What follows belongs to an exercise in optimizing a design on an open flow for small area, a short achievable clock period and few clock cycles; a production flow would make more cautious choices.
Where RTL was checked, it was by simulation tests only, not by an equivalence proof against the original.
The RTL of runs 2 and 3 was laid out without a check of its function.
Power is estimated from default activity; no workload was simulated.

--- flow/config.mk ---
export PLATFORM = sky130hd
export DESIGN_NAME = pwm_calc
export DESIGN_NICKNAME = pwm_calc
export VERILOG_FILES = /design/flow/design.v
export SDC_FILE = /design/flow/constraint.sdc
export NUM_CORES = 4
export LEC_CHECK = 0
export CAP_MARGIN = 20
export CORE_MARGIN = 2
export CORE_UTILIZATION = 60
export CTS_BUF_LIST = sky130_fd_sc_hd__clkbuf_4 sky130_fd_sc_hd__clkbuf_8
export SETUP_SLACK_MARGIN = 3.3
export SLEW_MARGIN = 20
--- flow/constraint.sdc ---
create_clock -name core_clock -period 8.0 [get_ports {clk}]
set_input_delay 1.6000 -clock core_clock [delete_from_list [all_inputs] [get_ports {clk}]]
set_output_delay 1.6000 -clock core_clock [all_outputs]
set_load 0.01 [all_outputs]
--- flow/run.sh ---
#!/bin/bash
# synth_recipe.tcl (not shown) runs the flow's synth.tcl, then flattens the netlist and writes it again
# the make line also repeats each setting of config.mk as NAME=value (left out here)
make -C /OpenROAD-flow-scripts/flow DESIGN_CONFIG=/design/flow/config.mk WORK_HOME=/design/flow/orfs CLKGATE_MAP_FILE= SYNTH_SCRIPT=/design/flow/synth_recipe.tcl finish
--- flow/design.v ---
module pwm_calc #(
    parameter [31:0] OSC_HZ     = 32'd10000000,
    parameter [15:0] PRESCALE   = 16'd16,
    parameter integer RES       = 8,
    parameter [15:0] FREQ_SCALE = 16'd100
) (
    input  wire        clk,
    input  wire        rst,
    input  wire        req_valid,
    input  wire        req_write,
    input  wire [7:0]  req_off,
    input  wire [31:0] req_data,
    output reg         resp_valid,
    output reg  [1:0]  resp_code,
    output reg  [31:0] resp_data
);
    localparam [63:0] N     = OSC_HZ * FREQ_SCALE;           
    localparam [63:0] DSC   = 4 * PRESCALE;                   
    localparam integer DW   = RES + 3;                        
    localparam [63:0] K     = (2 * N) / DSC;                  
    localparam [31:0] FMIN  = (N + (DSC << RES) - 1) / (DSC << RES);  
    localparam [31:0] FMAX  = N / DSC;                        
    localparam [31:0] T1    = K / 3;
    localparam [31:0] T2    = K / 5;
    localparam [31:0] T3    = K / 7;
    localparam [31:0] T4    = K / 9;
    localparam [31:0] T16   = K / 33;
    localparam integer FW   = 22;                             
    function automatic le_const(input [31:0] x, input [31:0] c);
        integer i;
        begin
            le_const = 1'b1;
            for (i = 0; i < 32; i = i + 1)
                le_const = c[i] ? (!x[i] || le_const) : (!x[i] && le_const);
        end
    endfunction
    localparam [1:0] RESP_OKAY   = 2'd0;
    localparam [1:0] RESP_CMDERR = 2'd1;
    localparam [1:0] RESP_BUSERR = 2'd2;
    localparam [1:0] ERR_NONE    = 2'd0;
    localparam [1:0] ERR_RANGE   = 2'd1;
    localparam [1:0] ERR_NOINIT  = 2'd2;
    localparam [1:0] ERR_BADPCT  = 2'd3;
    reg [RES-1:0] period;    
    reg [DW-1:0]  duty;      
    reg [1:0]     err;
    reg           init;
    reg           duty_cur;
    reg           dv_busy;   
    reg           dv_first;  
    reg [2:0]     dv_cnt;    
    reg [FW-1:0]  dv_rem;
    reg [FW-1:0]  dv_f;
    reg [1:0]     p_code;    
    reg           du_busy;   
    reg [2:0]     du_j;      
    reg           du_b;      
    reg [4:0]     du_r;      
    reg [2:0]     pct_a;     
    reg [4:0]     pct_c;     
    wire off_f   = (req_off == 8'h00);
    wire off_p   = (req_off == 8'h04);
    wire off_per = (req_off == 8'h08);
    wire off_dut = (req_off == 8'h0C) || (req_off == 8'h10) || (req_off == 8'h14);
    wire mapped  = (req_off[1:0] == 2'b00) && (req_off <= 8'h28);
    wire f_in_range = !le_const(req_data, FMIN - 1) && le_const(req_data, FMAX);
    wire pct_ok     = le_const(req_data, 32'd100);
    wire stall = req_write ? ((off_f && (dv_busy || du_busy)) ||
                              (off_p && (du_busy || (dv_busy && !dv_first))))
                           : ((off_per && dv_busy) || (off_dut && du_busy));
    reg [31:0] rd_data;
    always @(*) begin
        case (req_off)
            8'h08:   rd_data = {{(32-RES){1'b0}}, period};
            8'h0C:   rd_data = {{(32-DW){1'b0}}, duty};
            8'h10:   rd_data = {{(32-DW+2){1'b0}}, duty[DW-1:2]};
            8'h14:   rd_data = {30'd0, duty[1:0]};
            8'h18:   rd_data = {28'd0, duty_cur, init, err};
            8'h1C:   rd_data = OSC_HZ;
            8'h20:   rd_data = {16'd0, PRESCALE};
            8'h24:   rd_data = RES;
            8'h28:   rd_data = {16'd0, FREQ_SCALE};
            default: rd_data = 32'd0;
        endcase
    end
    always @(*) begin
        resp_valid = req_valid && !stall;
        resp_data  = req_write ? 32'd0 : rd_data;
        if (!mapped || (req_write && !off_f && !off_p))
            resp_code = RESP_BUSERR;
        else if (req_write && ((off_f && !f_in_range) ||
                               (off_p && (!init || !pct_ok))))
            resp_code = RESP_CMDERR;
        else
            resp_code = RESP_OKAY;
    end
    wire accept = req_valid && !stall;
    wire do_f   = accept && req_write && off_f;
    wire do_p   = accept && req_write && off_p;
    wire ge1  = le_const(req_data, T1);
    wire ge2  = le_const(req_data, T2);
    wire ge3  = le_const(req_data, T3);
    wire ge4  = le_const(req_data, T4);
    wire ge16 = le_const(req_data, T16);
    wire [24:0] h_full = (K[24:0] - {3'b0, req_data[FW-1:0]}) >> 1;
    wire [FW:0]   dv_sh   = {dv_rem, period[RES-1]};
    wire [FW+1:0] dv_diff = {1'b0, dv_sh} - {2'b0, dv_f};
    wire          dv_fit  = !dv_diff[FW+1];
    wire       du_last = (du_j == 3'd0);
    wire [5:0] du_c12  = {1'b0, pct_c} + 6'd12;
    wire [6:0] du_c212 = {1'b0, pct_c, 1'b0} + 7'd12;
    wire [6:0] du_k    = du_last ? (du_b ? du_c212 : {1'b0, du_c12})
                                 : (du_b ? {2'b0, pct_c} : 7'd0);
    wire [3:0] du_a    = (du_last && du_b) ? {pct_a, 1'b0} :
                         (du_last || du_b) ? {1'b0, pct_a} : 4'd0;
    wire [6:0] du_t    = {1'b0, du_r, 1'b0} + du_k;            
    wire [2:0] du_q    = (du_t >= 7'd100) ? 3'd4 : (du_t >= 7'd75) ? 3'd3 :
                         (du_t >= 7'd50)  ? 3'd2 : (du_t >= 7'd25) ? 3'd1 : 3'd0;
    wire [6:0] du_rn   = du_t - du_q * 7'd25;
    wire [3:0] du_s    = du_a + {1'b0, du_q};                  
    wire [DW-1:0] du_qn = {duty[DW-2:0], 1'b0} + {{(DW-4){1'b0}}, du_s};
    wire [6:0] pct_in = req_data[6:0];
    wire [2:0] pa_in  = (pct_in >= 7'd100) ? 3'd4 : (pct_in >= 7'd75) ? 3'd3 :
                        (pct_in >= 7'd50)  ? 3'd2 : (pct_in >= 7'd25) ? 3'd1 : 3'd0;
    wire [4:0] pc_in  = pct_in - pa_in * 7'd25;
    wire [2:0] p_top  = (p_code == 2'd3) ? 3'd7 : (p_code == 2'd2) ? 3'd3 :
                        (p_code == 2'd1) ? 3'd1 : 3'd0;
    wire       p_one  = (p_code == 2'd0);
    wire       p_topb = period[p_top] && !p_one;
    wire [2:0] p_next = p_one ? 3'd0 : p_top - 1'b1;
    wire [2:0] b_idx  = du_busy ? du_j - 1'b1 : p_next;
    always @(posedge clk) begin
        if (dv_busy) begin
            dv_rem <= dv_fit ? dv_diff[FW-1:0] : dv_sh[FW-1:0];
            dv_cnt <= dv_cnt - 1'b1;
        end else begin
            dv_rem <= ge16 ? {{(FW-17){1'b0}}, h_full[24:8]} : {1'b0, h_full[24:4]};
            dv_cnt <= ge16 ? 3'd7 : 3'd3;
            dv_f   <= req_data[FW-1:0];
        end
        if (du_busy) begin
            du_r <= du_rn[4:0];
            du_j <= du_j - 1'b1;
        end else begin
            du_r  <= (p_topb && !dv_busy) ? pc_in : 5'd0;
            du_j  <= dv_busy ? p_top : p_next;
            pct_a <= pa_in;
            pct_c <= pc_in;
        end
        du_b <= dv_busy ? dv_fit : period[b_idx];
    end
    always @(posedge clk) begin
        if (rst) begin
            period   <= {RES{1'b0}};
            duty     <= {DW{1'b0}};
            err      <= ERR_NONE;
            init     <= 1'b0;
            duty_cur <= 1'b0;
            dv_busy  <= 1'b0;
            dv_first <= 1'b0;
            du_busy  <= 1'b0;
        end else begin
            if (dv_busy) begin
                period   <= {period[RES-2:0], dv_fit};
                dv_first <= 1'b0;
                if (dv_cnt == 3'd0) dv_busy <= 1'b0;
            end
            if (du_busy) begin
                duty <= du_qn;
                if (du_last) du_busy <= 1'b0;
            end
            if (do_f) begin
                if (!f_in_range) begin
                    err <= ERR_RANGE;
                end else begin
                    err      <= ERR_NONE;
                    init     <= 1'b1;
                    duty_cur <= 1'b0;
                    if (!ge4) begin
                        period <= {{(RES-2){1'b0}}, ge2, ge1 ^ ge2 ^ ge3};
                        p_code <= {1'b0, ge2};
                    end else begin
                        period   <= ge16 ? h_full[7:0] : {h_full[3:0], 4'b0};
                        dv_busy  <= 1'b1;
                        dv_first <= 1'b1;
                        p_code   <= ge16 ? 2'd3 : 2'd2;
                    end
                end
            end
            if (do_p) begin
                if (!init) begin
                    err <= ERR_NOINIT;
                end else if (!pct_ok) begin
                    err <= ERR_BADPCT;
                end else begin
                    err      <= ERR_NONE;
                    duty_cur <= 1'b1;
                    du_busy  <= 1'b1;
                    duty <= (p_topb && !dv_busy) ? {{(DW-3){1'b0}}, pa_in} : {DW{1'b0}};
                end
            end
        end
    end
endmodule
==> results of run 1 <==
## area by class of cell
type / instances / share of cell area [%]
clock buffers: 12 / 1.627
multi-input cells: 764 / 60.63
repair buffers: 104 / 8.840
clock inverters: 4 / 0.7733
flip-flops and latches: 92 / 23.09
well taps: 176 / 2.347
inverters: 64 / 2.693
## registers in the layout, summed over array words and instances (netlist names)
signal / count
dv_busy: 1
duty_cur: 1
du_busy: 1
pct_a: 3
du_j: 3
du_r: 5
err: 2
dv_rem: 22
dv_f: 22
du_b: 1
pct_c: 5
p_code: 2
dv_first: 1
duty: 11
dv_cnt: 3
init: 1
period: 8
## report_power, final
part	total (mW)	switching, mW	internal (mW)
clock	0.363	0.172	0.191
combinational	0.328	0.188	0.140
sequential	0.531	0.0204	0.510
## critical path: cells and delay by family (launching register included)
family,cells,cell delay [ns]
compound gates,8,1.49
xor+xnor,2,0.29
fa+ha+maj,6,1.69
buf+inv,4,0.40
flops,1,0.46
simple gates,2,0.42
## layer usage
layer / track usage, % / share of wire, % / up-vias
met5: 0 / 0 / -
met4: 9.003 / 1.6 / 0
met3: 3.544 / 6.1 / 30
met2: 48.31 / 47 / 278
met1: 41.55 / 46 / 3547
li1: - / - / 3568
## cell usage in the layout, fill, tap and decap left out, types with 19 or more instances in the layout
master    Yosys  routed
ha_1         56      47
a21oi_1      68      62
nor2_1       91      84
o21ai_0      37      34
xnor2_1      35      33
dfxtp_1      60      56
nand3_1      19      19
buf_4        22      37
inv_1        62      55
buf_2        17      22
edfxtp_1     32      32
mux2i_1      31      31
nand2_1     107     102
xor2_1       25      23
## final timing paths
kind / startpoint / end / cells after the start
max: pct_c[2] / duty[9] / 22
min: dv_cnt[0] / dv_cnt[0] / 1
max reg2reg: pct_c[2] / duty[9] / 22
min reg2reg: dv_cnt[0] / dv_cnt[0] / 1
## cells by family after synthesis
| family | Yosys count |
|---|---|
| buf+inv | 136 |
| xor+xnor | 60 |
| flops | 92 |
| simple gates | 331 |
| compound gates | 252 |
| mux | 42 |
| other cells | 1 |
| fa+ha+maj | 62 |
## timing repair
item,4_1_cts,5_1_grt
cloned,2,0
buffers inserted,24,12
pin swaps,35,39
resized for setup,218,61
setup endpoints to repair,33,27
## stage by stage
step | setup WS (ns) | utilization (%) | total power [mW] | cells
2_1_floorplan | 3.315 | - | 0.7706 | 991
3_3_place_gp | 1.984 | 64.90 | 0.8349 | 1162
3_5_place_dp | 1.919 | 64.90 | 0.8450 | 1162
4_1_cts | 3.166 | 69.89 | 1.211 | 1204
5_1_grt | 3.012 | 71.72 | 1.280 | 1216
6_report | 3.199 | 71.72 | 1.221 | 1216
==> flow_summary_export.csv, run 1 <==
group,metric,value,unit
status,status,"finished clean",
clock_network,cts.path.max_buffers,2,
floorplanning,die_w,119.0,µm
sta,hold_slack,0.4136,ns
logic_synthesis,synthArstFlopShare,0,%
worst_hold_path,hp-class,"register to register",
sta,slew_headroom,47.04,%
critical_path,critical_path_class,"register to register",
clock_network,cts_tree,"done",
critical_path,slowest_stage,"fa_2",
layout,multi_input_area,5689,µm²
global_route,grt_max_degree,54,
layout,num_antenna_cells,0,
clock_network,clkLatencyLatePin,0.38,ns
detailed_routing,num_vias,7423,
logic_synthesis,ys_seq_area_share,27.23,%
critical_path,end_kind,"register",
layout,seqCellArea,2167,µm²
critical_path,path_max_fanout,5,
placement,gp_congestion,0.8723,
detailed_routing,first_iter_violations,737,
critical_path,crit_required,8.31,ns
detailed_routing,drt_first_pass_iters,5,
detailed_routing,wl,21320,µm
critical_path,crit_chain,"buf_4, ha_1, a21oi_1, xnor2_1, a21oi_1, nor2_1, ha_4, a221oi_2, a2bb2oi_4, buf_6, a31oi_2, o2bb2ai_2, ha_2, inv_2, fa_2, inv_2, ha_4, fa_2, a21o_1, and4_1, xnor2_1, a211oi_1",
placement,dp_hpwl,14990,µm
power_and_ir_drop,p_leak,3.796,nW
logic_synthesis,yosys.area_share.simple,20.14,%
logic_synthesis,yosysTopAreaCell,"dfxtp_1",
power_and_ir_drop,ir_drop,105.1,µV
logic_synthesis,synth-edff-count,32,
sta,hold_viol,0,
global_route,grt_pass1_vias,7049,
floorplanning,num_io_pins,79,
detailed_routing,wl_per_cell,17.53,µm
detailed_routing,via_per_inst,6.104,
clock_network,cts_hold_buf,0,
global_route,groute.usage.overall,29.74,%
clock_network,clock-sinks,92,
logic_synthesis,synth_compound_area_share,21.81,%
logic_synthesis,muxShareOfSynthArea,5.752,%
logic_synthesis,syn_inst,976,
logic_synthesis,synth_top_area_share,15.13,%
global_route,antenna_found_initial,0,
power_and_ir_drop,power_per_cell_area,130.1,nW/µm²
critical_path,critPathLaunchType,"register",
detailed_routing,drcViolationCount,0,
sta,report.final.setup_viol,0,
floorplanning,die-area,14170,µm²
layout,nNetsFinal,1141,
critical_path,critPathMaxStageDelay,0.53,ns
logic_synthesis,synthFlopType,"dfxtp_1",
sta,timing.final.crit_share,60.01,%
clock_network,numCtsBuffers,9,
logic_synthesis,synthesis.area,7940,µm²
logic_synthesis,synthXorXnorAreaFrac,6.618,%
sta,tightest_slew,0.7876,ns
logic_synthesis,synth_common_cells,"nand2_1 (107), nor2_1 (91), a21oi_1 (68)",
logic_synthesis,synthAdderAreaFrac,10.34,%
sta,fmax,208.3,MHz
layout,layout-drive-gt1-share,20.29,%
floorplanning,coreArea,13090,µm²
layout,postLayoutCellArea,9384,µm²
logic_synthesis,syn_area_per_cell,8.135,µm²
sta,drv_slew,0,
logic_synthesis,synth_cell_type_count,86,
layout,fill_cells,1041,
critical_path,reg2reg_setup_slack,3.20,ns
job,maxCapViolations,0,
global_route,grt_remaining_overflow,0,
critical_path,critical_path_arrival,5.11,ns
logic_synthesis,yosysWarnings,1,
sta,min_period,4.801,ns
global_route,grt_pass1_wl,34540,µm
detailed_routing,antenna_left,0,
logic_synthesis,synth_most_common_cell,"nand2_1",
logic_synthesis,synth_top_family_by_area,"compound AO/OA/AOI/OAI gates",
placement,dpl_cell_area,8492,µm²
floorplanning,initial_core_util,60.68,%
clock_network,h-tree-depth,3,
placement,port_buffers,62,
floorplanning,row_count,42,
logic_synthesis,yosys-top-cells-area,"dfxtp_1 (15%), edfxtp_1 (12%), ha_1 (8.8%)",
sta,fin_tns_setup,0,ns
sta,rsz0062_at_grt,"yes",
layout,area_delta_synth_final,18.18,%
clock_network,cts-root-buf,"clkbuf_8",
clock_network,clkTransAtPathRegs,0.10,ns
floorplanning,die_y,119.0,µm
sta,fin_skew,0.01077,ns
logic_synthesis,synth-seq-cells,92,
Testbench counts, summed over its fixed seeds: cycles 8,596.
==> run 2: changes to the inputs <==
--- a/flow/design.v
+++ b/flow/design.v
@@ -55,6 +55,7 @@
     reg           du_busy;   
     reg [2:0]     du_j;      
     reg           du_b;      
+    reg           du_last;   
     reg [4:0]     du_r;      
     reg [2:0]     pct_a;     
     reg [4:0]     pct_c;     
@@ -86,13 +87,9 @@
     always @(*) begin
         resp_valid = req_valid && !stall;
         resp_data  = req_write ? 32'd0 : rd_data;
-        if (!mapped || (req_write && !off_f && !off_p))
-            resp_code = RESP_BUSERR;
-        else if (req_write && ((off_f && !f_in_range) ||
-                               (off_p && (!init || !pct_ok))))
-            resp_code = RESP_CMDERR;
-        else
-            resp_code = RESP_OKAY;
+        resp_code[1] = !mapped || (req_write && !off_f && !off_p);
+        resp_code[0] = req_write && ((off_f && !f_in_range) ||
+                                     (off_p && (!init || !pct_ok)));
     end
     wire accept = req_valid && !stall;
     wire do_f   = accept && req_write && off_f;
@@ -106,7 +103,6 @@
     wire [FW:0]   dv_sh   = {dv_rem, period[RES-1]};
     wire [FW+1:0] dv_diff = {1'b0, dv_sh} - {2'b0, dv_f};
     wire          dv_fit  = !dv_diff[FW+1];
-    wire       du_last = (du_j == 3'd0);
     wire [5:0] du_c12  = {1'b0, pct_c} + 6'd12;
     wire [6:0] du_c212 = {1'b0, pct_c, 1'b0} + 7'd12;
     wire [6:0] du_k    = du_last ? (du_b ? du_c212 : {1'b0, du_c12})
@@ -139,11 +135,13 @@
             dv_f   <= req_data[FW-1:0];
         end
         if (du_busy) begin
-            du_r <= du_rn[4:0];
-            du_j <= du_j - 1'b1;
+            du_r    <= du_rn[4:0];
+            du_j    <= du_j - 1'b1;
+            du_last <= (du_j == 3'd1);
         end else begin
             du_r  <= (p_topb && !dv_busy) ? pc_in : 5'd0;
             du_j  <= dv_busy ? p_top : p_next;
+            du_last <= dv_busy ? 1'b0 : (p_next == 3'd0);
             pct_a <= pa_in;
             pct_c <= pc_in;
         end
--- a/flow/config.mk
+++ b/flow/config.mk
@@ -7,7 +7,6 @@
 export LEC_CHECK = 0
 export CAP_MARGIN = 20
 export CORE_MARGIN = 2
-export CORE_UTILIZATION = 60
-export CTS_BUF_LIST = sky130_fd_sc_hd__clkbuf_4 sky130_fd_sc_hd__clkbuf_8
+export CORE_UTILIZATION = 40
 export SETUP_SLACK_MARGIN = 3.3
 export SLEW_MARGIN = 20
==> run 2 against run 1 <==
Still clean. Sequential cell count is 1 higher. Final area is 3.7% higher. Register-to-register slack better by 0.30 ns. Sequential share of layout area is 0.57 points lower. Maximum frequency is 1.7% lower. Worst hold slack worse by 0.030 ns. Area after synthesis is 0.28% higher. First-iteration DRC count is 33% lower. Clock skew is 0.0037 ns lower. Via count is 3.6% lower. Critical endpoint is now resp_code[0]. Largest power group unchanged.
==> flow_summary_export.csv, run 2 <==
group,metric,value,unit
worst_hold_path,hp-class,"register to register",
logic_synthesis,synth-edff-count,32,
global_route,groute.usage.overall,19.68,%
floorplanning,die_w,145.1,µm
logic_synthesis,synth_common_cells,"nor2_1 (95), nand2_1 (78), a21oi_1 (67), inv_1 (67), dfxtp_1 (61)",
critical_path,critical_path_class,"input port to output pin",
logic_synthesis,synth-seq-cells,93,
clock_network,cts.path.max_buffers,2,
logic_synthesis,yosysTopAreaCell,"dfxtp_1",
critical_path,critical_path_arrival,3.29,ns
layout,final_util,49.81,%
clock_network,clkLatencyLatePin,0.35,ns
floorplanning,row_count,51,
layout,final_common_cell,"nor2_1",
clock_network,clkTransAtPathRegs,0.07,ns
clock_network,numCtsBuffers,9,
logic_synthesis,synthesis.area,7963,µm²
global_route,grt_pass1_vias,6728,
power_and_ir_drop,power_per_cell_area,138.5,nW/µm²
clock_network,clock-sinks,93,
critical_path,end_kind,"output pin",
power_and_ir_drop,ir_drop,82.88,µV
clock_network,cts-root-buf,"clkbuf_16",
sta,drv_slew,0,
global_route,met3_usage,2.358,%
sta,fin_skew,0.007075,ns
logic_synthesis,ys_seq_area_share,27.40,%
global_route,globalRouteMet1Util,27.88,%
sta,rsz0062_at_grt,"yes",
global_route,gr-usage-met2,30.93,%
logic_synthesis,syn_area_per_cell,8.329,µm²
logic_synthesis,syn_inst,956,
layout,layout-drive-gt1-share,21.87,%
sta,fin_tns_setup,0,ns
critical_path,path_max_fanout,5,
detailed_routing,wl_per_cell,16.23,µm
sta,min_period,4.886,ns
detailed_routing,first_iter_violations,497,
detailed_routing,via_per_inst,5.494,
layout,reg.largest.list,"dv_f: 22 flops, dv_rem: 22 flops, duty: 11 flops",
floorplanning,coreArea,19530,µm²
sta,slew_headroom,43.11,%
critical_path,crit_required,6.40,ns
clock_network,cts_tree,"done",
detailed_routing,num_vias,7159,
sta,timing.final.crit_share,61.07,%
detailed_routing,antenna_left,0,
placement,gp_congestion,0.8473,
global_route,grt_remaining_overflow,0,
floorplanning,initial_core_util,40.78,%
layout,nNetsFinal,1139,
logic_synthesis,yosys-top-cells-area,"dfxtp_1 (15%), edfxtp_1 (12%), ha_1 (8.8%)",
global_route,top_usage_layer,"met2",
detailed_routing,drt_first_pass_iters,5,
logic_synthesis,synth_cell_type_count,93,
sta,report.final.setup_viol,0,
layout,num_antenna_cells,0,
detailed_routing,drcViolationCount,0,
power_and_ir_drop,p_leak,3.950,nW
logic_synthesis,synthArstFlopShare,0,%
global_route,antenna_found_initial,1,
global_route,grt_pass1_wl,34330,µm
placement,dp_hpwl,14920,µm
job,maxCapViolations,0,
logic_synthesis,yosysWarnings,1,
clock_network,h-tree-depth,3,
global_route,grt_max_degree,39,
placement,port_buffers,62,
sta,hold_viol,0,
layout,area_delta_synth_final,22.16,%
power_and_ir_drop,power.total,1.347,mW
sta,fmax,204.7,MHz
critical_path,critPathLaunchType,"input port",
logic_synthesis,synthFlopType,"dfxtp_1",
logic_synthesis,synth_top_area_share,15.34,%
detailed_routing,wl,21150,µm
clock_network,cts_hold_buf,0,
floorplanning,die-area,21050,µm²
floorplanning,die_y,145.1,µm
status,status,"finished clean",
logic_synthesis,synth_most_common_cell,"nor2_1",
floorplanning,num_io_pins,79,
layout,layout_common_cells,"nor2_1 (82), nand2_1 (73), inv_1 (61), a21oi_1 (61), dfxtp_1 (58)",
sta,tightest_slew,0.8487,ns
-- run 2: changes by cell type in the layout (fill, tap and decap cells not counted), sizes merged, moves of 5 or more --
| cell | delta |
|---|---|
| a211oi | +6 |
| a21boi | -5 |
| a31oi | +6 |
| and3 | -6 |
| buf | +10 |
| clkdlybuf4s50 | -6 |
| dlygate4sd2 | +9 |
| nand2 | -28 |
| nand3b | -7 |
| nand4 | +5 |
| nor2b | -5 |
| o31ai | -7 |
-- run 2: critical path, cell delays in order --
cell and delay [ns]:
buf_12 0.11, inv_8 0.06, ha_4 0.14, inv_2 0.05, ha_4 0.16, nor3_4 0.18
o2111ai_4 0.18, nor4_4 0.35, a211oi_2 0.12, o21a_1 0.19, buf_2 0.14
-- run 2: cell families (layout without fill, tap and decap cells) --
kind of cell | Yosys count | after routing | share of synthesized area (%)
other | 1 | 16 | 0.04709
DFF | 93 | 93 | 27.40
adders and majority gates | 62 | 62 | 10.31
muxes | 40 | 40 | 5.641
xor gates and xnor gates | 63 | 63 | 7.354
and+or+nand+nor | 302 | 303 | 18.98
AOI/OAI and AO/OA | 258 | 259 | 22.27
buffers and inverters | 137 | 202 | 7.998
-- run 2: area by class of cell --
cell class / count / area, µm²
clock inverters: 1 / 6.256
inverters: 69 / 279.0
multi-input cells: 743 / 5674
well taps: 265 / 331.6
fillers: 1907 / 9799
flip-flops and latches: 93 / 2191
repair buffers: 117 / 934.6
clock buffers: 15 / 310.3
-- run 2: path summary, 6_finish.rpt --
kind / slack (ns) / end / start / depth (start not counted)
setup / recovery: 3.11 / resp_code[0] / req_data[1] / 11
hold / removal: 0.38 / dv_cnt[0] / dv_cnt[0] / 1
setup reg to reg: 3.50 / duty[9] / pct_c[2] / 19
hold reg to reg: 0.38 / dv_cnt[0] / dv_cnt[0] / 1
-- run 2: repair_timing --
action                     4_1_cts  5_1_grt
gates cloned                     2        0
buffers inserted                28       23
setup endpoints to repair       32       27
pin swaps                       34       50
resized for setup              200       78
-- run 2: through the flow --
| step | hold slack [ns] | setup slack [ns] | instance area (µm²) | std cells |
|---|---|---|---|---|
| after global routing | 0.4080 | 2.989 | 9727 | 1303 |
| after detailed placement | 0.3718 | 1.885 | 8661 | 1234 |
| after global placement | 0.3659 | 1.865 | 8661 | 1234 |
| after floorplan | 0.3579 | 3.286 | 8098 | 971 |
| final | 0.3841 | 3.115 | 9727 | 1303 |
| after CTS | 0.3861 | 3.129 | 9447 | 1280 |
-- run 2: power breakdown --
group | total (mW) | internal [mW] | leakage (nW) | switching [mW]
logic | 0.357 | 0.157 | 2.96 | 0.200
registers | 0.535 | 0.516 | 0.834 | 0.0191
clock network | 0.455 | 0.267 | 0.157 | 0.188
-- run 2: layer usage --
layer,wire [µm],up-vias,part of all wire [%]
met5,0,-,0
met4,425,0,2.0
met3,923,33,4.4
met2,9754,203,46
met1,10050,3360,48
li1,-,3563,-
==> run 3: changes to the inputs <==
--- a/flow/config.mk
+++ b/flow/config.mk
@@ -8,5 +8,6 @@
 export CAP_MARGIN = 20
 export CORE_MARGIN = 2
 export CORE_UTILIZATION = 40
+export CTS_BUF_LIST = sky130_fd_sc_hd__clkbuf_4 sky130_fd_sc_hd__clkbuf_8
 export SETUP_SLACK_MARGIN = 3.3
 export SLEW_MARGIN = 20
==> run 3 against run 2 <==
Global-route usage is essentially flat. Maximum frequency is 0.24% lower. Count of clock-buffer cells in the layout is 2 lower. Highest routed layer unchanged. Core utilization fell by 0.28 points. Critical endpoint unchanged. Via count rose by 0.46%. First-iteration DRC count increased by 0.20%. Final area is 0.57% lower. Combinational power barely moved.
==> flow_summary_export.csv, run 3 <==
group,metric,value,unit
global_route,groute.usage.overall,19.64,%
worst_hold_path,hp-class,"register to register",
sta,min_period,4.897,ns
job,maxCapViolations,0,
sta,tightest_slew,0.8458,ns
floorplanning,row_count,51,
power_and_ir_drop,power_per_cell_area,131.1,nW/µm²
logic_synthesis,synth_most_common_cell,"nor2_1",
global_route,top_usage_layer,"met2",
global_route,grt_max_degree,39,
placement,port_buffers,62,
sta,rsz0062_at_grt,"yes",
worst_hold_path,hold_depth,1,
logic_synthesis,synthesis.area,7963,µm²
clock_network,numCtsBuffers,9,
detailed_routing,first_iter_violations,498,
layout,layout-drive-gt1-share,22.50,%
critical_path,path_max_fanout,5,
layout,fill_cells,1924,
logic_synthesis,syn_area_per_cell,8.329,µm²
detailed_routing,via_per_inst,5.511,
detailed_routing,wl_per_cell,16.17,µm
clock_network,cts_hold_buf,0,
sta,timing.final.crit_share,61.21,%
logic_synthesis,synth-seq-cells,93,
critical_path,critical_path_class,"input port to output pin",
logic_synthesis,synth_common_cells,"nor2_1 (95), nand2_1 (78), a21oi_1 (67), inv_1 (67), dfxtp_1 (61)",
sta,report.final.setup_viol,0,
power_and_ir_drop,p_leak,3.931,nW
layout,reg.largest.list,"dv_f: 22 flops, dv_rem: 22 flops, duty: 11 flops",
global_route,grt_remaining_overflow,0,
detailed_routing,antenna_left,0,
global_route,met3_usage,3.082,%
critical_path,critical_path_arrival,3.30,ns
sta,slew_headroom,43.30,%
sta,fin_skew,0.01353,ns
detailed_routing,drcViolationCount,0,
floorplanning,num_io_pins,79,
logic_synthesis,yosysWarnings,1,
layout,final_common_cell,"nor2_1",
clock_network,clock-sinks,93,
logic_synthesis,synth_top_area_share,15.34,%
clock_network,clkLatencyLatePin,0.39,ns
floorplanning,initial_core_util,40.78,%
layout,layout_common_cells,"nor2_1 (82), nand2_1 (72), inv_1 (61)",
layout,nNetsFinal,1141,
sta,fmax,204.2,MHz
placement,gp_congestion,0.8473,
floorplanning,die_w,145.1,µm
layout,area_delta_synth_final,21.46,%
logic_synthesis,yosys-top-cells-area,"dfxtp_1 (15%), edfxtp_1 (12%), ha_1 (8.8%)",
power_and_ir_drop,ir_drop,74.43,µV
clock_network,cts.path.max_buffers,2,
global_route,grt_pass1_wl,34330,µm
clock_network,cts-root-buf,"clkbuf_8",
logic_synthesis,synth-edff-count,32,
layout,postLayoutCellArea,9672,µm²
global_route,grt_pass1_vias,6741,
global_route,antenna_found_initial,1,
clock_network,clkTransAtPathRegs,0.10,ns
sta,drv_slew,0,
detailed_routing,num_vias,7192,
layout,num_antenna_cells,0,
detailed_routing,wl,21110,µm
logic_synthesis,synthArstFlopShare,0,%
sta,hold_viol,0,
logic_synthesis,yosysTopAreaCell,"dfxtp_1",
global_route,gr-usage-met2,30.71,%
critical_path,critPathLaunchType,"input port",
floorplanning,die-area,21050,µm²
clock_network,h-tree-depth,3,
status,status,"finished clean",
critical_path,crit_required,6.40,ns
detailed_routing,drt_first_pass_iters,5,
critical_path,end_kind,"output pin",
critical_path,r2r_cells,19,
placement,dpl_cell_area,8661,µm²
logic_synthesis,ys_seq_area_share,27.40,%
logic_synthesis,synthFlopType,"dfxtp_1",
clock_network,cts_tree,"done",
logic_synthesis,syn_inst,956,
placement,dp_hpwl,14920,µm
floorplanning,coreArea,19530,µm²
global_route,globalRouteMet1Util,27.74,%
logic_synthesis,synth_cell_type_count,93,
sta,fin_tns_setup,0,ns
floorplanning,die_y,145.1,µm
run 3: cell counts after synthesis:
No cell type changed its count.
run 3: logic make-up after synthesis:
logic type / Yosys count / share of synthesized area [%]
muxes: 40 / 5.641
other: 1 / 0.04709
and+or+nand+nor: 302 / 18.98
buffers and inverters: 137 / 7.998
AOI/OAI and AO/OA: 258 / 22.27
adders and majority gates: 62 / 10.31
xor gates and xnor gates: 63 / 7.354
DFF: 93 / 27.40
run 3: repair_timing:
item | in CTS | in global routing
setup buffers | 28 | 25
gates cloned | 2 | 0
pin swaps | 34 | 47
endpoints found under the setup margin | 31 | 27
hold endpoints to repair | 0 | 0
resized for setup | 200 | 85
run 3: per-stage QoR:
stage	hold slack (ns)	std cells	setup slack (ns)	util [%]	power (mW)
after floorplan	0.3579	971	3.286	-	0.7933
after detailed placement	0.3718	1234	1.885	44.35	0.8692
after global placement	0.3659	1234	1.865	44.35	0.8679
after CTS	0.3925	1280	3.129	47.95	1.258
final	0.3901	1305	3.103	49.53	1.268
after global routing	0.4155	1305	2.981	49.53	1.335
run 3: power by group:
part / switching [mW] / internal [mW] / leakage [nW]
clock: 0.176 / 0.201 / 0.121
sequential: 0.0190 / 0.516 / 0.834
combinational: 0.200 / 0.157 / 2.98
total: 0.395 / 0.873 / 3.93
run 3: area by class of cell:
cell class / count / area, µm² / share of cell area (%)
Clock buffer: 13 / 166.4 / 1.721
Clock inverter: 3 / 66.31 / 0.6856
Inverter: 69 / 279.0 / 2.885
Multi-Input combinational cell: 743 / 5684 / 58.77
Sequential cell: 93 / 2191 / 22.65
Tap cell: 265 / 331.6 / 3.428
Timing Repair Buffer: 119 / 953.4 / 9.858
run 3: worst max-delay path, cell delays in order:
cell       delay (ns)
buf_12           0.11
inv_8            0.06
ha_4             0.14
inv_2            0.05
ha_4             0.16
nor3_4           0.21
o2111ai_4        0.17
nor4_4           0.35
a211oi_2         0.12
o21a_1           0.18
buf_2            0.14
run 3: final timing paths:
kind,start,slack (ns),end
max,req_data[1],3.10,resp_code[0]
min,dv_cnt[0],0.39,dv_cnt[0]
max reg2reg,pct_c[2],3.49,duty[9]
min reg2reg,dv_cnt[0],0.39,dv_cnt[0]
run 3: routing by layer:
| layer | up-vias | wire length (µm) | part of all wire [%] |
|---|---|---|---|
| met5 | - | 0 | 0 |
| met1 | 3398 | 10010 | 47 |
| met3 | 27 | 999 | 4.7 |
| met4 | 0 | 330 | 1.6 |
| li1 | 3562 | - | - |
| met2 | 205 | 9769 | 46 |
==> run 4: changes to the inputs <==
--- a/flow/design.v
+++ b/flow/design.v
@@ -113,8 +113,10 @@
     wire [2:0] du_q    = (du_t >= 7'd100) ? 3'd4 : (du_t >= 7'd75) ? 3'd3 :
                          (du_t >= 7'd50)  ? 3'd2 : (du_t >= 7'd25) ? 3'd1 : 3'd0;
     wire [6:0] du_rn   = du_t - du_q * 7'd25;
-    wire [3:0] du_s    = du_a + {1'b0, du_q};                  
-    wire [DW-1:0] du_qn = {duty[DW-2:0], 1'b0} + {{(DW-4){1'b0}}, du_s};
+    wire [DW-1:0] du_x  = {duty[DW-2:0], 1'b0} + {{(DW-4){1'b0}}, du_a};
+    wire [DW-4:0] du_xi = du_x[DW-1:3] + 1'b1;
+    wire [3:0]    du_lo = {1'b0, du_x[2:0]} + {1'b0, du_q};
+    wire [DW-1:0] du_qn = {du_lo[3] ? du_xi : du_x[DW-1:3], du_lo[2:0]};
     wire [6:0] pct_in = req_data[6:0];
     wire [2:0] pa_in  = (pct_in >= 7'd100) ? 3'd4 : (pct_in >= 7'd75) ? 3'd3 :
                         (pct_in >= 7'd50)  ? 3'd2 : (pct_in >= 7'd25) ? 3'd1 : 3'd0;
==> run 4 against run 3 <==
Largest cell class unchanged. Power shrank 0.11%. Core utilization shrank 1.5 points. Critical endpoint unchanged. First-iteration DRC count grew 40%.
==> flow_summary_export.csv, run 4 <==
group,metric,value,unit
layout,layout_common_cells,"nand2_1 (91), nor2_1 (86), a21oi_1 (67)",
placement,dp_hpwl,16170,µm
critical_path,slowest_stage,"or4_4",
global_route,grt_remaining_overflow,0,
power_and_ir_drop,p_int,0.8837,mW
logic_synthesis,synth_common_cells,"nor2_1 (95), nand2_1 (93), a21oi_1 (69)",
logic_synthesis,synth_cell_type_count,88,
layout,nNetsFinal,1147,
detailed_routing,drt_first_pass_iters,5,
critical_path,critical_path_class,"input port to output pin",
logic_synthesis,yosysWarnings,1,
placement,place_inst,1263,
logic_synthesis,synth-seq-cells,93,
sta,fmax,206.7,MHz
detailed_routing,wl,21730,µm
clock_network,cts-root-buf,"clkbuf_8",
clock_network,clkLatencyLatePin,0.37,ns
global_route,grt_max_degree,49,
layout,final_cells,1310,
detailed_routing,top_layer,"met4",
power_and_ir_drop,pwr-share-clk,31.5,%
power_and_ir_drop,pwr-share-seq,42.2,%
sta,slew_headroom,36.22,%
critical_path,critPathMaxStageDelay,0.51,ns
power_and_ir_drop,p_leak,3.819,nW
sta,fin_tns_setup,0,ns
detailed_routing,num_vias,7259,
detailed_routing,m1WireLength,10950,µm
logic_synthesis,synthFlopType,"dfxtp_1",
detailed_routing,wl_per_cell,16.59,µm
detailed_routing,via_per_inst,5.541,
floorplanning,die_w,145.7,µm
clock_network,h-tree-depth,3,
clock_network,numCtsBuffers,9,
detailed_routing,antenna_left,0,
logic_synthesis,yosysTopAreaCell,"dfxtp_1",
detailed_routing,dr_wl_met2,9416,µm
detailed_routing,drcViolationCount,0,
clock_network,clock-sinks,93,
critical_path,path_max_fanout,4,
sta,timing.final.crit_share,60.49,%
logic_synthesis,synthArstFlopShare,0,%
layout,area_delta_synth_final,17.17,%
logic_synthesis,synth_most_common_cell,"nor2_1",
logic_synthesis,synthesis.area,8033,µm²
placement,dpl_cell_area,8763,µm²
power_and_ir_drop,power_per_cell_area,134.6,nW/µm²
logic_synthesis,ys_seq_area_share,27.17,%
sta,hold_viol,0,
global_route,grt_pass1_wl,34940,µm
power_and_ir_drop,pwr-share-comb,26.2,%
layout,reg.largest.list,"dv_f: 22 flops, dv_rem: 22 flops, duty: 11 flops",
critical_path,crit_required,6.40,ns
job,maxCapViolations,0,
floorplanning,initial_core_util,41.00,%
global_route,antenna_found_initial,0,
sta,drv_slew,0,
logic_synthesis,synth-edff-count,32,
power_and_ir_drop,p_sw,0.3828,mW
detailed_routing,wl_met3,1085,µm
critical_path,end_kind,"output pin",
power_and_ir_drop,p_sw_share,30.23,%
layout,postLayoutCellArea,9412,µm²
clock_network,clkTransAtPathRegs,0.09,ns
critical_path,critical_path_arrival,3.24,ns
sta,rsz0062_at_grt,"yes",
logic_synthesis,synth_top_area_share,15.20,%
clock_network,cts_tree,"done",
status,status,"finished clean",
clock_network,cts.path.max_buffers,2,
floorplanning,num_io_pins,79,
sta,fin_skew,0.006872,ns
clock_network,cts_hold_buf,0,
logic_synthesis,syn_inst,984,
logic_synthesis,yosys-top-cells-area,"dfxtp_1 (15%), edfxtp_1 (12%), ha_1 (8.9%)",
sta,report.final.setup_viol,0,
floorplanning,die-area,21230,µm²
floorplanning,die_y,145.7,µm
logic_synthesis,syn_area_per_cell,8.163,µm²
floorplanning,row_count,51,
layout,layout-drive-gt1-share,17.03,%
floorplanning,coreArea,19590,µm²
power_and_ir_drop,ir_drop,81.33,µV
placement,port_buffers,62,
global_route,grt_pass1_vias,6649,
sta,tightest_slew,0.9568,ns
layout,num_antenna_cells,0,
sta,min_period,4.839,ns
critical_path,critPathLaunchType,"input port",
worst_hold_path,hp-class,"register to register",
global_route,groute.usage.overall,20.09,%
critical_path,crit_chain,"buf_12, or2_4, or4_4, nor4_4, nand2_2, nor2_4, nor3_2, buf_2",
placement,gp_congestion,0.9171,
detailed_routing,first_iter_violations,699,
layout,final_common_cell,"nand2_1",
## run 4: cell types whose count changed in the layout (fill, tap and decap cells not counted), sizes merged, moves of 5 or more
cell / change
clkdlybuf4s50: -6
a21o: -9
a211oi: -12
buf: -23
a2bb2oi: -6
and2: +5
nor3: +7
o211ai: +8
nand3: +9
nand2: +15
## run 4: final cells by class
cell class | count | area [µm²]
Tap cell | 265 | 331.6
Sequential cell | 93 | 2188
Clock inverter | 4 | 95.09
Clock buffer | 12 | 158.9
Multi-Input combinational cell | 773 | 5545
Timing Repair Buffer | 98 | 838.3
Fill cell | 1974 | 10180
Inverter | 65 | 254.0
## run 4: worst paths after layout
kind                                    from      endpoint  slack [ns]  cells after the start
worst max-delay path            req_data[16]  resp_code[0]        3.16                      8
worst min-delay path               dv_cnt[0]     dv_cnt[0]        0.39                      1
worst max register to register      pct_c[2]      duty[10]        3.59                     20
worst min register to register     dv_cnt[0]     dv_cnt[0]        0.39                      1
## run 4: metal layers
metal	GRT usage (%)	up-vias
met3	3.103	23
met4	4.853	0
met5	0	-
met1	30.06	3436
li1	-	3599
met2	30.17	201
## run 4: cell families (layout without fill, tap and decap cells)
family | Yosys count | after routing | share of synthesized area, %
and+or+nand+nor | 348 | 348 | 21.76
AOI/OAI and AO/OA | 239 | 239 | 20.26
buffers and inverters | 133 | 179 | 7.445
DFF | 93 | 93 | 27.17
xor gates and xnor gates | 65 | 65 | 7.181
adders and majority gates | 63 | 63 | 10.37
muxes | 42 | 42 | 5.763
other | 1 | 16 | 0.04668
## run 4: timing repair
item                       CTS  global route
setup endpoints to repair   21            18
resized for setup          206            52
pin swaps                   25            25
buffers inserted            16            15
## run 4: through the flow
stage	power (mW)	setup WS [ns]	hold slack [ns]	util (%)
after floorplan	0.7794	3.246	0.3579	-
after global placement	0.8586	1.750	0.3652	44.73
after detailed placement	0.8624	1.743	0.3692	44.73
after CTS	1.266	3.199	0.3908	47.32
after global routing	1.336	3.097	0.4099	48.04
final	1.267	3.161	0.3851	48.04
## run 4: power by group through the flow
stage | Sequential (mW) | Combinational, mW | Clock [mW]
6_report | 0.535 | 0.332 | 0.400
5_1_grt | 0.539 | 0.368 | 0.429
4_1_cts | 0.536 | 0.323 | 0.407
3_5_place_dp | 0.547 | 0.316 | 0
3_3_place_gp | 0.546 | 0.312 | 0
2_1_floorplan | 0.540 | 0.239 | 0
## run 4: critical path, delay by kind of cell
| kind | cells | cell delay, ns |
|---|---|---|
| simple gates | 6 | 1.41 |
| buf+inv | 2 | 0.24 |
Testbench counts of run 4, summed over its fixed seeds: cycles 8,596.
==> run 5: changes to the inputs <==
--- a/flow/config.mk
+++ b/flow/config.mk
@@ -9,5 +9,5 @@
 export CORE_MARGIN = 2
 export CORE_UTILIZATION = 40
 export CTS_BUF_LIST = sky130_fd_sc_hd__clkbuf_4 sky130_fd_sc_hd__clkbuf_8
-export SETUP_SLACK_MARGIN = 3.3
+export SETUP_SLACK_MARGIN = 3.5
 export SLEW_MARGIN = 20
==> run 5 against run 4 <==
Still clean. Power fell by 4.1%. Sequential power barely moved. Sequential cell count did not move. Register-to-register slack improved by 0.16 ns.
==> flow_summary_export.csv, run 5 <==
group,metric,value,unit
status,status,"finished clean",
sta,min_period,4.878,ns
clock_network,cts-root-buf,"clkbuf_8",
layout,multi_input_area,5728,µm²
logic_synthesis,synth_most_common_cell,"nor2_1",
critical_path,critPathTopFamily,"simple AND/OR/NAND/NOR gates",
global_route,groute.usage.overall,20.46,%
detailed_routing,drcViolationCount,0,
worst_hold_path,hp-class,"register to register",
clock_network,cts.path.max_buffers,2,
sta,hold_slack,0.3933,ns
sta,rsz0062_at_grt,"yes",
global_route,globalRouteMet1Util,30.72,%
global_route,gr-usage-met2,30.66,%
layout,final_common_cell,"nand2_1",
clock_network,h-tree-depth,3,
layout,layout_common_cells,"nand2_1 (87), nor2_1 (86), a21oi_1 (60)",
sta,report.final.setup_viol,0,
logic_synthesis,synth_top_area_share,15.20,%
global_route,grt_max_degree,49,
global_route,met3_usage,3.197,%
global_route,antenna_found_initial,0,
floorplanning,coreArea,19590,µm²
critical_path,startpoint,"req_data[6]",
floorplanning,die-area,21230,µm²
sta,drv_slew,0,
critical_path,critical_path_buf_inv_count,2,
clock_network,numCtsBuffers,9,
sta,fin_skew,0.01897,ns
layout,nNetsFinal,1150,
critical_path,reg2reg_setup_slack,3.75,ns
critical_path,cp-endpoint,"resp_code[0]",
detailed_routing,wl_per_cell,16.81,µm
logic_synthesis,synthesis.area,8033,µm²
logic_synthesis,synth-seq-cells,93,
logic_synthesis,syn_area_per_cell,8.163,µm²
logic_synthesis,yosysTopAreaCell,"dfxtp_1",
logic_synthesis,yosys-top-cells-area,"dfxtp_1 (15%), edfxtp_1 (12%), ha_1 (8.9%)",
logic_synthesis,synth_common_cells,"nor2_1 (95), nand2_1 (93), a21oi_1 (69)",
critical_path,slowest_stage,"clkdlybuf4s15_2",
layout,layout-drive-gt1-share,20.13,%
placement,gp_congestion,0.9156,
power_and_ir_drop,power_per_cell_area,126.9,nW/µm²
layout,reg.largest.list,"dv_f: 22 flops, dv_rem: 22 flops, duty: 11 flops",
power_and_ir_drop,p_leak,3.866,nW
floorplanning,initial_core_util,41.00,%
critical_path,critical_path_class,"input port to output pin",
sta,hold_viol,0,
critical_path,path_max_fanout,17,
detailed_routing,num_vias,7287,
detailed_routing,wl,22070,µm
critical_path,crit_cells,8,
critical_path,critPathLaunchType,"input port",
power_and_ir_drop,power.total,1.215,mW
sta,tightest_slew,0.9569,ns
floorplanning,die_y,145.7,µm
clock_network,clkLatencyLatePin,0.39,ns
floorplanning,row_count,51,
placement,dpl_cell_area,8763,µm²
logic_synthesis,synth_cell_type_count,88,
critical_path,crit_required,6.40,ns
clock_network,clkTransAtPathRegs,0.09,ns
logic_synthesis,syn_inst,984,
logic_synthesis,ys_seq_area_share,27.17,%
global_route,top_usage_layer,"met1",
global_route,grt_pass1_wl,35400,µm
layout,area_delta_synth_final,19.19,%
detailed_routing,antenna_left,0,
sta,timing.final.crit_share,60.98,%
layout,seqCellArea,2191,µm²
logic_synthesis,synth-edff-count,32,
job,maxCapViolations,0,
layout,postLayoutCellArea,9574,µm²
critical_path,crit_chain,"clkdlybuf4s15_2, nand2_1, o21ai_0, a211oi_1, nand4b_1, nor2_1, nor3_2, buf_2",
floorplanning,num_io_pins,79,
detailed_routing,first_iter_violations,480,
critical_path,r2r_cells,20,
critical_path,critical_path_arrival,3.28,ns
global_route,grt_pass1_vias,6678,
detailed_routing,drt_first_pass_iters,5,
clock_network,clock-sinks,93,
placement,port_buffers,62,
layout,num_antenna_cells,0,
layout,fill_cells,1931,
sta,fin_tns_setup,0,ns
critical_path,end_kind,"output pin",
placement,dp_hpwl,15930,µm
critical_path,worstReg2RegEnd,"duty[10]",
sta,slew_headroom,36.21,%
logic_synthesis,synthArstFlopShare,0,%
power_and_ir_drop,ir_drop,64.32,µV
sta,fmax,205.0,MHz
global_route,grt_remaining_overflow,0,
detailed_routing,via_per_inst,5.550,
critical_path,critPathMaxStageDelay,0.38,ns
critical_path,reg2reg_from,"pct_c[2]",
logic_synthesis,yosysWarnings,1,
logic_synthesis,synthFlopType,"dfxtp_1",
floorplanning,die_w,145.7,µm
clock_network,cts_tree,"done",
==> run 5: cell counts after synthesis <==
No cell type changed its count.
==> run 5: worst min path at each step <==
stage / start / endpoint / slack (ns) / cells past startpoint
2_1_floorplan: dv_cnt[0] / dv_cnt[0] / 0.36 / 1
3_3_place_gp: dv_cnt[0] / dv_cnt[0] / 0.37 / 1
3_5_place_dp: dv_cnt[0] / dv_cnt[0] / 0.37 / 1
4_1_cts: dv_cnt[0] / dv_cnt[0] / 0.39 / 1
5_1_grt: dv_cnt[0] / dv_cnt[0] / 0.42 / 1
6_report: dv_cnt[0] / dv_cnt[0] / 0.39 / 1
==> run 5: cell type report <==
class                   count  share of cell area (%)
well taps                 265                   3.463
clock buffers              13                   1.738
flip-flops and latches     93                   22.88
multi-input cells         773                   59.83
inverters                  65                   2.679
repair buffers            101                   8.952
clock inverters             3                  0.4574
==> run 5: repair_timing <==
item,4_1_cts,5_1_grt
setup endpoints to repair,24,27
hold buffers,0,0
pin swaps,29,31
gates cloned,0,0
gates resized for setup,242,73
buffers inserted,20,14
==> run 5: power by group <==
group | switching, mW | internal [mW]
logic | 0.191 | 0.140
clock network | 0.179 | 0.169
registers | 0.0200 | 0.515
total | 0.390 | 0.824
==> run 5: metal layers <==
layer / routed length (µm) / part of all wire (%)
met4: 283 / 1.3
met1: 10930 / 49
met5: 0 / 0
met2: 9555 / 43
met3: 1307 / 5.9
==> run 5: logic make-up (layout without fill, tap and decap cells) <==
family,after synthesis,count (layout),share of synthesized area (%)
adder cells (fa/ha/maj),63,63,10.37
XOR/XNOR,65,65,7.181
AND/OR/NAND/NOR,348,348,21.76
buffers and inverters,133,182,7.445
other,1,16,0.04668
AO/OA/AOI/OAI,239,239,20.26
flip-flops,93,93,27.17
multiplexers,42,42,5.763
==> run 5: worst reg2reg max path: stages (launching register included) <==
cell      delay, ns
edfxtp_1       0.45
inv_2          0.08
ha_2           0.19
xnor2_1        0.12
mux2_2         0.26
a22o_1         0.24
ha_4           0.28
nor2_1         0.06
a21oi_4        0.20
xnor2_1        0.16
o21ai_2        0.23
o21a_1         0.25
inv_1          0.11
ha_1           0.29
a21o_1         0.17
a21oi_2        0.23
nand4b_1       0.22
nor3_2         0.07
o211ai_1       0.23
xor2_1         0.09
a211oi_1       0.24
==> run 5: per-stage QoR <==
step | util, % | worst slack, ns | std cells
finish | 48.87 | 3.122 | 1313
global placement | 44.73 | 1.727 | 1263
detailed placement | 44.73 | 1.746 | 1263
floorplan | - | 3.246 | 999
CTS | 47.28 | 3.154 | 1299
global route | 48.87 | 3.055 | 1313
==> run 6: changes to the inputs <==
--- a/flow/config.mk
+++ b/flow/config.mk
@@ -9,5 +9,5 @@
 export CORE_MARGIN = 2
 export CORE_UTILIZATION = 40
 export CTS_BUF_LIST = sky130_fd_sc_hd__clkbuf_4 sky130_fd_sc_hd__clkbuf_8
-export SETUP_SLACK_MARGIN = 3.5
+export SETUP_SLACK_MARGIN = 2.8
 export SLEW_MARGIN = 20
==> run 6 against run 5 <==
Still clean on timing, DRC and antenna. Critical path depth unchanged. Area after synthesis did not move. Non-clock buffer count down 29.
==> flow_summary_export.csv, run 6 <==
group,metric,value,unit
status,status,"finished clean",
power_and_ir_drop,p_sw,0.3762,mW
logic_synthesis,synth_cell_type_count,88,
logic_synthesis,synth_top_area_share,15.20,%
critical_path,r2r_cells,19,
floorplanning,die_w,145.7,µm
logic_synthesis,synthFlopType,"dfxtp_1",
sta,report.final.setup_viol,0,
critical_path,reg2reg_from,"du_b",
layout,num_antenna_cells,0,
critical_path,crit_required,6.40,ns
clock_network,numCtsBuffers,9,
sta,fmax,187.7,MHz
power_and_ir_drop,power_per_cell_area,129.2,nW/µm²
logic_synthesis,yosysWarnings,1,
logic_synthesis,synth_most_common_cell,"nor2_1",
clock_network,clkLatencyLatePin,0.38,ns
power_and_ir_drop,p_sw_share,32.22,%
clock_network,clkTransAtPathRegs,0.09,ns
worst_hold_path,hp-start,"dv_cnt[0]",
power_and_ir_drop,p_int,0.7915,mW
logic_synthesis,syn_area_per_cell,8.163,µm²
global_route,grt_max_degree,49,
global_route,grt_remaining_overflow,0,
layout,nNetsFinal,1121,
layout,layout_common_cells,"nand2_1 (93), nor2_1 (88), a21oi_1 (69)",
detailed_routing,num_vias,7024,
sta,hold_viol,0,
logic_synthesis,synth-seq-cells,93,
placement,gp_congestion,0.9263,
power_and_ir_drop,ir_drop,70.43,µV
layout,postLayoutCellArea,9036,µm²
layout,area_delta_synth_final,12.49,%
critical_path,path_max_fanout,9,
placement,dpl_cell_area,8726,µm²
layout,layout-drive-gt1-share,9.127,%
power_and_ir_drop,pwr-share-seq,45.9,%
sta,drv_slew,0,
logic_synthesis,yosysTopAreaCell,"dfxtp_1",
floorplanning,row_count,51,
detailed_routing,wl,21170,µm
power_and_ir_drop,pwr-share-clk,27.1,%
critical_path,critical_path_class,"input port to output pin",
worst_hold_path,hold_depth,1,
layout,fill_cells,1953,
floorplanning,coreArea,19590,µm²
job,maxCapViolations,0,
placement,dp_hpwl,15960,µm
critical_path,startpoint,"req_data[8]",
global_route,groute.usage.overall,19.87,%
floorplanning,initial_core_util,41.00,%
power_and_ir_drop,pwr-share-comb,27.0,%
detailed_routing,drt_first_pass_iters,5,
sta,slew_headroom,35.04,%
placement,place_inst,1263,
layout,final_common_cell,"nand2_1",
sta,timing.final.crit_share,66.59,%
clock_network,clock-sinks,93,
logic_synthesis,syn_inst,984,
clock_network,cts.path.max_buffers,2,
power_and_ir_drop,p_leak,3.699,nW
critical_path,reg2reg_setup_slack,3.34,ns
clock_network,cts-root-buf,"clkbuf_8",
layout,final_cells,1284,
logic_synthesis,synthesis.area,8033,µm²
critical_path,critPathLaunchType,"input port",
placement,port_buffers,62,
logic_synthesis,synth_common_cells,"nor2_1 (95), nand2_1 (93), a21oi_1 (69)",
sta,tightest_slew,0.9744,ns
logic_synthesis,synthArstFlopShare,0,%
detailed_routing,drcViolationCount,0,
logic_synthesis,ys_seq_area_share,27.17,%
critical_path,worstReg2RegEnd,"duty[10]",
detailed_routing,antenna_left,0,
floorplanning,die_y,145.7,µm
sta,min_period,5.327,ns
sta,rsz0062_at_grt,"yes",
sta,fin_skew,0.01051,ns
logic_synthesis,synth-edff-count,32,
clock_network,h-tree-depth,3,
global_route,antenna_found_initial,0,
detailed_routing,via_per_inst,5.470,
critical_path,critical_path_arrival,3.73,ns
logic_synthesis,yosys-top-cells-area,"dfxtp_1 (15%), edfxtp_1 (12%), ha_1 (8.9%)",
clock_network,cts_tree,"done",
floorplanning,die-area,21230,µm²
floorplanning,num_io_pins,79,
global_route,grt_pass1_vias,6574,
sta,fin_tns_setup,0,ns
worst_hold_path,hp-class,"register to register",
global_route,grt_pass1_wl,34460,µm
detailed_routing,wl_per_cell,16.49,µm
layout,reg.largest.list,"dv_f: 22 flops, dv_rem: 22 flops, duty: 11 flops",
critical_path,end_kind,"output pin",
worst_hold_path,whs_endpoint,"dv_cnt[0]",
detailed_routing,first_iter_violations,589,
[run 6: layout make-up]
| class | count | area, µm² | share of cell area (%) |
|---|---|---|---|
| Multi-Input combinational cell | 773 | 5394 | 59.69 |
| Sequential cell | 93 | 2186 | 24.19 |
| Timing Repair Buffer | 72 | 689.4 | 7.629 |
| Tap cell | 265 | 331.6 | 3.669 |
| Inverter | 65 | 244.0 | 2.700 |
| Clock buffer | 13 | 172.7 | 1.911 |
| Clock inverter | 3 | 18.77 | 0.2077 |
[run 6: power groups by stage]
stage | sequential (mW) | combinational (mW) | clock [mW]
finish | 0.536 | 0.316 | 0.316
floorplan | 0.540 | 0.236 | 0
detailed placement | 0.547 | 0.310 | 0
global placement | 0.546 | 0.309 | 0
global route | 0.539 | 0.351 | 0.338
CTS | 0.536 | 0.312 | 0.323
[run 6: how the worst max path moves through the flow]
stage | end | slack [ns]
detailed placement | resp_code[0] | 1.66
CTS | resp_code[0] | 2.55
floorplan | resp_code[0] | 3.02
finish | resp_code[0] | 2.67
global route | resp_code[0] | 2.57
global placement | resp_code[0] | 1.69
[run 6: what timing repair did]
action | 4_1_cts | 5_1_grt
gates cloned | 0 | 0
endpoints found under the setup margin | 19 | 15
buffers inserted | 4 | 1
resized for setup | 42 | 34
hold buffers | 0 | 0
pin swaps | 3 | 5
[run 6: cell families (layout without fill, tap and decap cells)]
kind of cell / count (synthesis) / after routing / synth area share (%)
compound gates: 239 / 239 / 20.26
buf+inv: 133 / 153 / 7.445
simple gates: 348 / 348 / 21.76
fa+ha+maj: 63 / 63 / 10.37
xor+xnor: 65 / 65 / 7.181
mux: 42 / 42 / 5.763
other cells: 1 / 16 / 0.04668
flops: 93 / 93 / 27.17
[run 6: layer usage]
metal  wire (µm)  track usage [%]
met2        9036            29.65
met5           0                0
met4         259            5.098
met1       10890            30.62
met3         980            1.724
[run 6: stage by stage]
| stage | power [mW] | hold WS (ns) | worst slack (ns) | util (%) |
|---|---|---|---|---|
| after floorplan | 0.7765 | 0.3579 | 3.016 | - |
| after global placement | 0.8552 | 0.3655 | 1.692 | 44.54 |
| after detailed placement | 0.8568 | 0.3756 | 1.659 | 44.54 |
| after CTS | 1.171 | 0.3978 | 2.550 | 45.79 |
| after global routing | 1.229 | 0.4136 | 2.571 | 46.13 |
| final | 1.168 | 0.3956 | 2.673 | 46.13 |
[run 6: critical path, stage by stage]
cell and delay, ns:
clkdlybuf4s50_1 0.61, nor2_2 0.31, o21ai_0 0.20, a211oi_1 0.27, nand4b_1 0.19, nor2_1 0.07
nor3_2 0.19, dlygate4sd2_1 0.29
==> run 7: changes to the inputs <==
--- a/flow/config.mk
+++ b/flow/config.mk
@@ -9,5 +9,5 @@
 export CORE_MARGIN = 2
 export CORE_UTILIZATION = 40
 export CTS_BUF_LIST = sky130_fd_sc_hd__clkbuf_4 sky130_fd_sc_hd__clkbuf_8
-export SETUP_SLACK_MARGIN = 2.8
+export SETUP_SLACK_MARGIN = 2.6
 export SLEW_MARGIN = 20
==> run 7 against run 6 <==
Still clean. Die area is the same. Routed wire length is 0.55% lower. Clock power is essentially flat. Final area barely moved. Sequential power is essentially flat. Combinational power about the same. Synthesized cell count stayed put.
==> flow_summary_export.csv, run 7 <==
group,metric,value,unit
sta,rsz0062_at_grt,"yes",
detailed_routing,drt_first_pass_iters,5,
logic_synthesis,syn_area_per_cell,8.163,µm²
floorplanning,die-area,21230,µm²
power_and_ir_drop,p_leak,3.685,nW
logic_synthesis,ys_seq_area_share,27.17,%
detailed_routing,drcViolationCount,0,
detailed_routing,antenna_left,0,
floorplanning,initial_core_util,41.00,%
clock_network,numCtsBuffers,9,
status,status,"finished clean",
layout,num_antenna_cells,0,
clock_network,clkTransAtPathRegs,0.09,ns
critical_path,r2r_cells,19,
layout,nNetsFinal,1121,
logic_synthesis,synth-edff-count,32,
floorplanning,die_y,145.7,µm
power_and_ir_drop,ir_drop,70.36,µV
clock_network,clkLatencyLatePin,0.38,ns
placement,gp_congestion,0.9263,
worst_hold_path,hp-class,"register to register",
logic_synthesis,synthesis.area,8033,µm²
critical_path,path_max_fanout,9,
logic_synthesis,synthFlopType,"dfxtp_1",
layout,area_delta_synth_final,12.43,%
critical_path,critPathLaunchType,"input port",
logic_synthesis,synth_cell_type_count,88,
critical_path,reg2reg_setup_slack,3.08,ns
floorplanning,row_count,51,
clock_network,cts_hold_buf,0,
sta,fin_skew,0.01105,ns
clock_network,cts-root-buf,"clkbuf_8",
logic_synthesis,yosys-top-cells-area,"dfxtp_1 (15%), edfxtp_1 (12%), ha_1 (8.9%)",
layout,final_common_cell,"nand2_1",
logic_synthesis,synth-seq-cells,93,
logic_synthesis,synth_most_common_cell,"nor2_1",
detailed_routing,dr_wl_met2,9008,µm
clock_network,cts_tree,"done",
global_route,antenna_found_initial,0,
critical_path,slowest_stage,"clkdlybuf4s50_1",
logic_synthesis,yosysWarnings,1,
sta,hold_viol,0,
layout,layout-drive-gt1-share,8.636,%
sta,fmax,187.8,MHz
sta,min_period,5.326,ns
detailed_routing,first_iter_violations,572,
clock_network,cts.path.max_buffers,2,
critical_path,worstReg2RegEnd,"duty[10]",
critical_path,critPathMaxStageDelay,0.60,ns
critical_path,crit_chain,"clkdlybuf4s50_1, nor2_2, o21ai_0, a211oi_1, nand4b_1, nor2_1, nor3_2, dlygate4sd2_1",
critical_path,crit_required,6.40,ns
logic_synthesis,synth_top_area_share,15.20,%
detailed_routing,wl_met3,937,µm
detailed_routing,via_per_inst,5.482,
floorplanning,num_io_pins,79,
detailed_routing,top_layer,"met4",
critical_path,startpoint,"req_data[8]",
detailed_routing,m1WireLength,10860,µm
sta,report.final.setup_viol,0,
critical_path,critical_path_class,"input port to output pin",
detailed_routing,num_vias,7039,
placement,dp_hpwl,15960,µm
logic_synthesis,syn_inst,984,
sta,slew_headroom,35.90,%
critical_path,cp-endpoint,"resp_code[0]",
sta,tightest_slew,0.9615,ns
global_route,grt_pass1_vias,6600,
job,maxCapViolations,0,
layout,reg.largest.list,"dv_f: 22 flops, dv_rem: 22 flops, duty: 11 flops",
power_and_ir_drop,power.total,1.166,mW
logic_synthesis,synthArstFlopShare,0,%
floorplanning,coreArea,19590,µm²
detailed_routing,wl,21050,µm
sta,drv_slew,0,
global_route,grt_remaining_overflow,0,
detailed_routing,wl_per_cell,16.39,µm
logic_synthesis,synth_common_cells,"nor2_1 (95), nand2_1 (93), a21oi_1 (69)",
critical_path,reg2reg_from,"du_b",
placement,port_buffers,62,
critical_path,critical_path_arrival,3.73,ns
logic_synthesis,yosysTopAreaCell,"dfxtp_1",
clock_network,h-tree-depth,3,
global_route,grt_max_degree,49,
sta,timing.final.crit_share,66.57,%
power_and_ir_drop,power_per_cell_area,129.1,nW/µm²
critical_path,end_kind,"output pin",
layout,layout_common_cells,"nand2_1 (93), nor2_1 (90), a21oi_1 (69)",
floorplanning,die_w,145.7,µm
global_route,grt_pass1_wl,34570,µm
clock_network,clock-sinks,93,
global_route,groute.usage.overall,19.93,%
sta,fin_tns_setup,0,ns
==> run 7: cell count changes in the layout (fill, tap and decap cells not counted), moves of 2 or more <==
cell	change
clkdlybuf4s50_1	+5
dfxtp_1	+2
dfxtp_2	-2
dlygate4sd2_1	-3
nor2_1	+2
nor2_2	-2
==> run 7: power breakdown <==
| group | internal, mW | switching, mW | leakage, nW |
|---|---|---|---|
| clock | 0.142 | 0.174 | 0.103 |
| combinational | 0.133 | 0.181 | 2.75 |
| sequential | 0.516 | 0.0198 | 0.832 |
| total | 0.791 | 0.375 | 3.69 |
==> run 7: layer usage <==
metal  vias up  GRT usage, %
li1       3542             -
met1      3287         30.66
met2       196         29.76
met3        14         1.755
met4         0         5.098
met5         -             0
==> run 7: repair_timing <==
item / 4_1_cts / 5_1_grt
setup endpoints to repair: 13 / 12
pin swaps: 4 / 1
resized for setup: 34 / 26
cloned: 0 / 0
buffers inserted: 4 / 1
==> run 7: how the worst min path moves through the flow <==
stage          startpoint  cells past startpoint   endpoint
5_1_grt         dv_cnt[0]                      1  dv_cnt[0]
3_5_place_dp    dv_cnt[0]                      1  dv_cnt[0]
4_1_cts         dv_cnt[0]                      1  dv_cnt[0]
6_report        dv_cnt[0]                      1  dv_cnt[0]
2_1_floorplan   dv_cnt[0]                      1  dv_cnt[0]
3_3_place_gp    dv_cnt[0]                      1  dv_cnt[0]
==> run 7: per-stage QoR <==
step / cells / worst slack (ns) / area [µm²] / hold WS [ns] / util (%)
finish: 1284 / 2.674 / 9031 / 0.3955 / 46.10
floorplan: 999 / 3.016 / 8089 / 0.3579 / -
detailed placement: 1263 / 1.659 / 8726 / 0.3756 / 44.54
CTS: 1283 / 2.503 / 8975 / 0.3978 / 45.81
global placement: 1263 / 1.692 / 8726 / 0.3655 / 44.54
global route: 1284 / 2.523 / 9031 / 0.4136 / 46.10
==> run 7: kinds of logic (layout without fill, tap and decap cells) <==
| family | Yosys count | count (layout) | synth area share [%] |
|---|---|---|---|
| other | 1 | 16 | 0.04668 |
| adder cells (fa/ha/maj) | 63 | 63 | 10.37 |
| AO/OA/AOI/OAI | 239 | 239 | 20.26 |
| buffers and inverters | 133 | 153 | 7.445 |
| multiplexers | 42 | 42 | 5.763 |
| XOR/XNOR | 65 | 65 | 7.181 |
| AND/OR/NAND/NOR | 348 | 348 | 21.76 |
| flip-flops | 93 | 93 | 27.17 |
==> run 7: area by class of cell <==
cell class	instances	area (µm²)
Tap cell	265	331.6
Fill cell	1949	10560
Clock inverter	3	18.77
Sequential cell	93	2183
Timing Repair Buffer	72	708.2
Clock buffer	13	172.7
Multi-Input combinational cell	773	5373
Inverter	65	244.0
==> run 7: critical path: cells and delay by family <==
| kind | cells | cell delay [ns] |
|---|---|---|
| AOI/OAI and AO/OA | 2 | 0.47 |
| buffers and inverters | 2 | 0.89 |
| and+or+nand+nor | 4 | 0.76 |

## static timing again, ports no longer ideal
The flow's constraints put no driver on any port. The routed layouts listed below were extracted and timed again, unchanged, in two steps.
Step 1, drivers: a clkbuf_16 drives clk and a buf_2 each remaining input, both assumed.
Step 2 moves the port delays by t, midway between the first and last clock arrival at a register: inputs arrive t later, outputs are due t later. That takes back most of the time a late clock gives input paths.
a / b / c = ideal ports / drivers / drivers and shift; a / b = the first two.
| run | t (ns) | setup WS [ns] | worst register clock-pin slew, ns |
|---|---|---|---|
| run 1 | 0.412 | 3.199 / 3.175 / 3.141 | 0.10 / 0.10 |
| run 2 | 0.393 | 3.115 / 3.054 / 3.054 | 0.07 / 0.07 |
| run 3 | 0.415 | 3.103 / 3.043 / 3.043 | 0.10 / 0.10 |
| run 4 | 0.408 | 3.161 / 3.110 / 3.110 | 0.09 / 0.09 |
| run 5 | 0.422 | 3.122 / 3.054 / 3.054 | 0.10 / 0.10 |
| run 6 | 0.417 | 2.673 / 2.653 / 2.653 | 0.10 / 0.10 |
| run 7 | 0.417 | 2.674 / 2.633 / 2.633 | 0.10 / 0.10 |
After both steps setup and hold are still met in every run listed. The setup slack of run 5, which loses most, moves by -0.068 ns with the drivers and by -0.068 ns with both steps.
